From an optimization exercise on the open Yosys and OpenROAD flow, aimed at small area and a short achievable clock period; shortcuts taken in it are not production practice. The RTL was checked by simulation tests, not by an equivalence proof against the original design.

==> flow/design.v <==
module mbot_rx_engine (
    input  wire        clk,
    input  wire        rst,
    input  wire        rx_valid,
    input  wire [7:0]  rx_data,
    output wire        rx_ready,
    input  wire        alloc_valid,
    input  wire [7:0]  alloc_handle,
    output wire [7:0]  alloc_index,
    input  wire        discard_all,
    output reg         cb_valid,
    input  wire        cb_ready,
    output reg         cb_first,
    output reg  [7:0]  cb_handle,
    output reg  [1:0]  cb_kind,
    output reg  [31:0] cb_value,
    output reg  [7:0]  cb_len,
    output reg  [7:0]  cb_byte
);
    localparam [2:0] S_PREFIX_A = 3'd0,
                     S_PREFIX_B = 3'd1,
                     S_INDEX    = 3'd2,
                     S_TYPE     = 3'd3,
                     S_PAYLOAD  = 3'd4,
                     S_SUFFIX_A = 3'd5,
                     S_SUFFIX_B = 3'd6,
                     S_TEXTLEN  = 3'd7;
    localparam [1:0] KIND_INT   = 2'd0,
                     KIND_FLOAT = 2'd1,
                     KIND_TEXT  = 2'd2;
    localparam [7:0] IDX_MIN = 8'd2,
                     IDX_MAX = 8'd254;
    reg [2:0] rxs;
    reg [1:0] lcode;        
    reg [7:0] ptr;          
    reg        q_valid, q_first;
    reg [7:0]  q_handle_n;   
    reg [1:0]  q_kind_n;
    reg [31:0] q_value;
    reg [7:0]  q_len;
    reg [7:0]  q_byte;
    reg       rdy;          
    reg       cb_last;      
    reg [7:0] cursor;
    assign rx_ready    = rdy;
    assign alloc_index = cursor;
    wire rx_fire = rx_valid && rdy;
    wire is_text = (q_kind_n == ~KIND_TEXT);
    wire cb_take = q_valid && cb_ready;
    reg [7:0] th [2:254];        
    reg [254:2] tp;              
    reg       al_r;
    reg [7:0] ah_r;
    reg [7:0] cur_r;             
    reg       disc_r, done_r;
    wire [15:0] wlo = 16'd1 << cur_r[3:0];
    wire [15:0] whi = 16'd1 << cur_r[7:4];
    reg [7:0] idx;
    reg [15:0] ilo, ihi;
    reg [254:2] wl, rl;          
    integer k;
    always @(*)
        for (k = 2; k < 255; k = k + 1) begin
            wl[k] = al_r & whi[k / 16] & wlo[k % 16];
            rl[k] = ihi[k / 16] & ilo[k % 16];
        end
    reg [7:0] gh_rd [0:3];
    reg       gp_rd [0:3];
    integer j, h;
    always @(*) begin
        for (h = 0; h < 4; h = h + 1) begin
            gh_rd[h] = 8'd0;
            gp_rd[h] = 1'b0;
            for (j = 0; j < 64; j = j + 1)
                if (64 * h + j >= 2 && 64 * h + j < 255) begin
                    gh_rd[h] = gh_rd[h] | ({8{rl[64 * h + j]}} & th[64 * h + j]);
                    gp_rd[h] = gp_rd[h] | (rl[64 * h + j] & tp[64 * h + j]);
                end
        end
    end
    wire trk_wait = al_r && (cur_r == idx);      
    wire trk_cur  = (cursor == idx);             
    wire known_tag = (rx_data >= 8'h01) && (rx_data <= 8'h06);
    wire [7:0] nlen = {5'd0, lcode == 2'd2, lcode == 2'd1, lcode == 2'd0};
    wire pay_last  = (ptr == (is_text ? q_len : nlen));
    wire st_pay    = (rxs == S_PAYLOAD);
    wire pay_fire  = rx_fire && st_pay;
    wire type_fire = rx_fire && (rxs == S_TYPE) && known_tag;
    wire frame_done = rx_fire && (rxs == S_SUFFIX_B) && (rx_data == 8'h0A);
    reg [7:0] hd_q;
    reg       pd_q;
    reg [7:0] ga_h [0:3];
    reg [3:0] ga_p;
    reg [3:0] ga_sel;
    reg       ga_new, ga_wait, ga_clr;
    reg [7:0] ga_nh, ga_wh;
    wire      clr     = discard_all || frame_done;
    wire      new_idx = alloc_valid && trk_cur;
    reg [7:0] ga_hs;
    always @(*) begin
        ga_hs = 8'd0;
        for (h = 0; h < 4; h = h + 1)
            ga_hs = ga_hs | ({8{ga_sel[h]}} & ga_h[h]);
    end
    wire [7:0] v1_h = ga_new ? ga_nh : ga_wait ? ga_wh : ga_hs;
    wire       v1_p = ga_new || (ga_wait ? !ga_clr : |(ga_p & ga_sel));
    always @(posedge clk) begin
        for (h = 0; h < 4; h = h + 1) begin
            ga_h[h]   <= gh_rd[h];
            ga_p[h]   <= gp_rd[h] && !disc_r && !done_r && !clr;
            ga_sel[h] <= |ihi[4 * h +: 4];
        end
        ga_new  <= new_idx;
        ga_nh   <= alloc_handle;
        ga_wait <= trk_wait;
        ga_wh   <= ah_r;
        ga_clr  <= clr;
        hd_q <= new_idx ? alloc_handle : v1_h;
        pd_q <= new_idx || (!clr && v1_p);
    end
    wire frame_hit  = frame_done && pd_q;
    always @(posedge clk) begin
        if (rst) begin
            rxs <= S_PREFIX_A;
        end else if (rx_fire) begin
            case (rxs)
                S_PREFIX_A: if (rx_data == 8'hFF) rxs <= S_PREFIX_B;
                S_PREFIX_B: rxs <= (rx_data == 8'h55) ? S_INDEX : S_PREFIX_A;
                S_INDEX:    rxs <= S_TYPE;
                S_TYPE: begin
                    if (!known_tag)             rxs <= S_PREFIX_A;
                    else if (rx_data == 8'h04)  rxs <= S_TEXTLEN;
                    else                        rxs <= S_PAYLOAD;
                end
                S_TEXTLEN:  rxs <= (rx_data == 8'd0) ? S_SUFFIX_A : S_PAYLOAD;
                S_PAYLOAD:  if (pay_last) rxs <= S_SUFFIX_A;
                S_SUFFIX_A: rxs <= (rx_data == 8'h0D) ? S_SUFFIX_B : S_PREFIX_A;
                default:    rxs <= S_PREFIX_A;
            endcase
        end
    end
    wire idx_byte = rx_fire && (rxs == S_INDEX);
    always @(posedge clk) begin
        if (idx_byte) begin
            idx <= rx_data;
            ilo <= 16'd1 << rx_data[3:0];
            ihi <= 16'd1 << rx_data[7:4];
        end
    end
    reg [1:0] kind_d;
    always @(*) begin
        case (rx_data[2:0])
            3'd1, 3'd3, 3'd6: kind_d = KIND_INT;
            3'd4:             kind_d = KIND_TEXT;
            default:          kind_d = KIND_FLOAT;
        endcase
    end
    always @(posedge clk) begin
        if (type_fire) begin
            q_kind_n <= ~kind_d;
            case (rx_data[2:0])
                3'd1:    lcode <= 2'd0;
                3'd3:    lcode <= 2'd1;
                default: lcode <= 2'd2;
            endcase
        end
    end
    always @(posedge clk) begin
        if (type_fire)
            q_len <= 8'd0;
        else if (len_fire)
            q_len <= rx_data;
    end
    wire len_fire = rx_fire && (rxs == S_TEXTLEN);
    wire [3:0] val_we;
    genvar g;
    generate
        for (g = 0; g < 4; g = g + 1) begin : g_val
            assign val_we[g] = pay_fire && !is_text && ptr == g + 1;
            always @(posedge clk) begin
                if (type_fire)
                    q_value[8*g+7:8*g] <= 8'd0;
                else if (val_we[g])
                    q_value[8*g+7:8*g] <= rx_data;
            end
        end
    endgenerate
    reg [7:0] tb [0:255];
    reg  [15:0] sel_q, sel_r;
    wire [7:0]  lm1 = rx_data - 8'd1;           
    always @(posedge clk)
        if (rx_fire && rxs == S_TEXTLEN) begin
            sel_q <= 16'd1 << lm1[7:4];
            sel_r <= 16'd1 << lm1[3:0];
        end
    wire [15:0] ent  = st_pay ? sel_r : 16'd0;
    reg  [7:0]  tap0, tap1;
    always @(*) begin
        tap0 = 8'd0;
        tap1 = 8'd0;
        for (j = 0; j < 16; j = j + 1) begin
            tap0 = tap0 | ({8{sel_q[j]}} & tb[240 - 16 * j]);
            tap1 = tap1 | ({8{sel_q[j]}} & tb[241 - 16 * j]);
        end
    end
    wire [7:0] tap = frame_hit ? tap0 : tap1;
    wire tb_shift    = pay_fire || (cb_take && !q_first);
    generate
        for (g = 0; g < 256; g = g + 1) begin : g_tb
            always @(posedge clk)
                if (tb_shift) begin
                    if (g == 255)
                        tb[g] <= rx_data;
                    else if (g >= 240 && ent[g % 16])
                        tb[g] <= rx_data;
                    else
                        tb[g] <= tb[(g + 1) % 256];
                end
        end
    endgenerate
    wire hdr_end = !is_text || (q_len == 8'd0);
    always @(posedge clk) begin
        if (type_fire)
            ptr <= 8'd1;
        else if (pay_fire || (cb_take && !q_first))
            ptr <= ptr + 8'd1;
        else if (frame_hit)
            ptr <= 8'd2;
    end
    always @(posedge clk) begin
        if (rst) begin
            q_valid <= 1'b0;
            rdy      <= 1'b1;
        end else if (frame_hit) begin
            q_valid <= 1'b1;
            rdy      <= 1'b0;
        end else if (cb_take && (q_first ? hdr_end : cb_last)) begin
            q_valid <= 1'b0;
            rdy      <= 1'b1;
        end
    end
    always @(posedge clk) begin
        if (frame_hit) begin
            q_first  <= 1'b1;
            q_handle_n <= ~hd_q;
            q_byte   <= tap;
            cb_last   <= (q_len == 8'd1);
        end else if (cb_take) begin
            q_first <= 1'b0;
            if (!q_first) begin
                q_byte <= tap;
                cb_last <= pay_last;
            end
        end
    end
    always @(posedge clk) begin
        if (rst)
            cursor <= IDX_MIN;
        else if (alloc_valid)
            cursor <= (cursor == IDX_MAX) ? IDX_MIN : cursor + 8'd1;
    end
    always @(posedge clk) begin
        al_r   <= alloc_valid && !rst;
        ah_r   <= alloc_handle;
        cur_r  <= cursor;
        disc_r <= discard_all;
        done_r <= frame_done;
    end
    generate
        for (g = 2; g < 255; g = g + 1) begin : g_tbl
            always @(posedge clk)
                if (wl[g])
                    th[g] <= ah_r;
            always @(posedge clk) begin
                if (rst)
                    tp[g] <= 1'b0;
                else if (wl[g])
                    tp[g] <= 1'b1;
                else if (disc_r || (done_r && rl[g]))
                    tp[g] <= 1'b0;
            end
        end
    endgenerate
    wire byte_ld = frame_hit || (cb_take && !q_first);
    wire end_ev  = cb_take && (q_first ? hdr_end : cb_last);
    always @(posedge clk) begin
        cb_valid  <= rst ? 1'b0 : frame_hit ? 1'b1 : end_ev ? 1'b0 : q_valid;
        cb_first  <= frame_hit ? 1'b1 : cb_take ? 1'b0 : q_first;
        cb_handle <= frame_hit ? hd_q : ~q_handle_n;
        cb_byte   <= byte_ld ? tap : q_byte;
        cb_kind   <= type_fire ? kind_d : ~q_kind_n;
        cb_len    <= type_fire ? 8'd0 : len_fire ? rx_data : q_len;
        cb_value  <= type_fire ? 32'd0 :
                     {val_we[3] ? rx_data : q_value[31:24],
                      val_we[2] ? rx_data : q_value[23:16],
                      val_we[1] ? rx_data : q_value[15:8],
                      val_we[0] ? rx_data : q_value[7:0]};
    end
endmodule
Settings: LEC_CHECK=0, CAP_MARGIN=20, CORE_MARGIN=2, CORE_UTILIZATION=40, CTS_CLUSTER_DIAMETER=100, CTS_CLUSTER_SIZE=20, PLACE_DENSITY=0.55, SETUP_SLACK_MARGIN=3.75, SLEW_MARGIN=20; clock period 6.5 ns.
run.sh (not shown) runs the stock make flow with config.mk's settings and CLKGATE_MAP_FILE= SYNTH_SCRIPT=/design/flow/synth_recipe.tcl, a recipe that flattens the netlist after the stock synthesis.
Next try:
--- a/flow/design.v
+++ b/flow/design.v
@@ -52,29 +52,28 @@
     reg       al_r;
     reg [7:0] ah_r;
     reg [7:0] cur_r;             
+    reg [15:0] wlo, whi;         
     reg       disc_r, done_r;
-    wire [15:0] wlo = 16'd1 << cur_r[3:0];
-    wire [15:0] whi = 16'd1 << cur_r[7:4];
     reg [7:0] idx;
     reg [15:0] ilo, ihi;
     reg [254:2] wl, rl;          
     integer k;
     always @(*)
         for (k = 2; k < 255; k = k + 1) begin
-            wl[k] = al_r & whi[k / 16] & wlo[k % 16];
+            wl[k] = whi[k / 16] & wlo[k % 16];
             rl[k] = ihi[k / 16] & ilo[k % 16];
         end
-    reg [7:0] gh_rd [0:3];
-    reg       gp_rd [0:3];
+    reg [7:0] gh_rd [0:15];
+    reg       gp_rd [0:15];
     integer j, h;
     always @(*) begin
-        for (h = 0; h < 4; h = h + 1) begin
+        for (h = 0; h < 16; h = h + 1) begin
             gh_rd[h] = 8'd0;
             gp_rd[h] = 1'b0;
-            for (j = 0; j < 64; j = j + 1)
-                if (64 * h + j >= 2 && 64 * h + j < 255) begin
-                    gh_rd[h] = gh_rd[h] | ({8{rl[64 * h + j]}} & th[64 * h + j]);
-                    gp_rd[h] = gp_rd[h] | (rl[64 * h + j] & tp[64 * h + j]);
+            for (j = 0; j < 16; j = j + 1)
+                if (16 * h + j >= 2 && 16 * h + j < 255) begin
+                    gh_rd[h] = gh_rd[h] | ({8{ilo[j]}} & th[16 * h + j]);
+                    gp_rd[h] = gp_rd[h] | (ilo[j] & tp[16 * h + j]);
                 end
         end
     end
@@ -89,9 +88,9 @@
     wire frame_done = rx_fire && (rxs == S_SUFFIX_B) && (rx_data == 8'h0A);
     reg [7:0] hd_q;
     reg       pd_q;
-    reg [7:0] ga_h [0:3];
-    reg [3:0] ga_p;
-    reg [3:0] ga_sel;
+    reg [7:0] ga_h [0:15];
+    reg [15:0] ga_p;
+    reg [15:0] ga_sel;
     reg       ga_new, ga_wait, ga_clr;
     reg [7:0] ga_nh, ga_wh;
     wire      clr     = discard_all || frame_done;
@@ -99,17 +98,17 @@
     reg [7:0] ga_hs;
     always @(*) begin
         ga_hs = 8'd0;
-        for (h = 0; h < 4; h = h + 1)
+        for (h = 0; h < 16; h = h + 1)
             ga_hs = ga_hs | ({8{ga_sel[h]}} & ga_h[h]);
     end
     wire [7:0] v1_h = ga_new ? ga_nh : ga_wait ? ga_wh : ga_hs;
     wire       v1_p = ga_new || (ga_wait ? !ga_clr : |(ga_p & ga_sel));
     always @(posedge clk) begin
-        for (h = 0; h < 4; h = h + 1) begin
-            ga_h[h]   <= gh_rd[h];
-            ga_p[h]   <= gp_rd[h] && !disc_r && !done_r && !clr;
-            ga_sel[h] <= |ihi[4 * h +: 4];
-        end
+        for (h = 0; h < 16; h = h + 1) begin
+            ga_h[h] <= gh_rd[h];
+            ga_p[h] <= gp_rd[h] && !disc_r && !done_r && !clr;
+        end
+        ga_sel <= ihi;
         ga_new  <= new_idx;
         ga_nh   <= alloc_handle;
         ga_wait <= trk_wait;
@@ -263,6 +262,8 @@
         al_r   <= alloc_valid && !rst;
         ah_r   <= alloc_handle;
         cur_r  <= cursor;
+        wlo    <= 16'd1 << cursor[3:0];
+        whi    <= (alloc_valid && !rst) ? 16'd1 << cursor[7:4] : 16'd0;
         disc_r <= discard_all;
         done_r <= frame_done;
     end
After rerunning:
- The new run finished with timing, DRC and antenna clean
- die area grows slightly
- flip-flop and latch count grows by 152
- routed wire length shrinks by a few percent
- via count shrinks by a few percent
- synthesized cell count shrinks by a few percent

[re-timing with driven ports]
The results above use ideal ports. As a check the final layouts listed here were re-extracted and re-timed, cells and wires unchanged.
Step 1: set_driving_cell puts a clkbuf_16 on clk and a buf_2 on each other input, an assumption about the parent block.
Step 2, shift: input delay + t, output delay - t, t = (earliest + latest rising clock arrival at the registers) / 2. This alone moves slack from input paths to output paths.
a / b / c = ideal ports / drivers / drivers and shift; a / b = the first two.
| run | t (ns) | slack for setup (ns) | cell pins on the clock port's net |
|---|---|---|---|
| the first run | 1.024 | 3.529 / 3.529 / 2.767 | 1 |
| the second run | 1.030 | 3.580 / 3.580 / 2.689 | 1 |
After both steps every run listed still meets setup and hold. For the second run, which loses most, drivers alone change the setup slack by 0.000 ns; drivers and shift together by -0.891 ns.
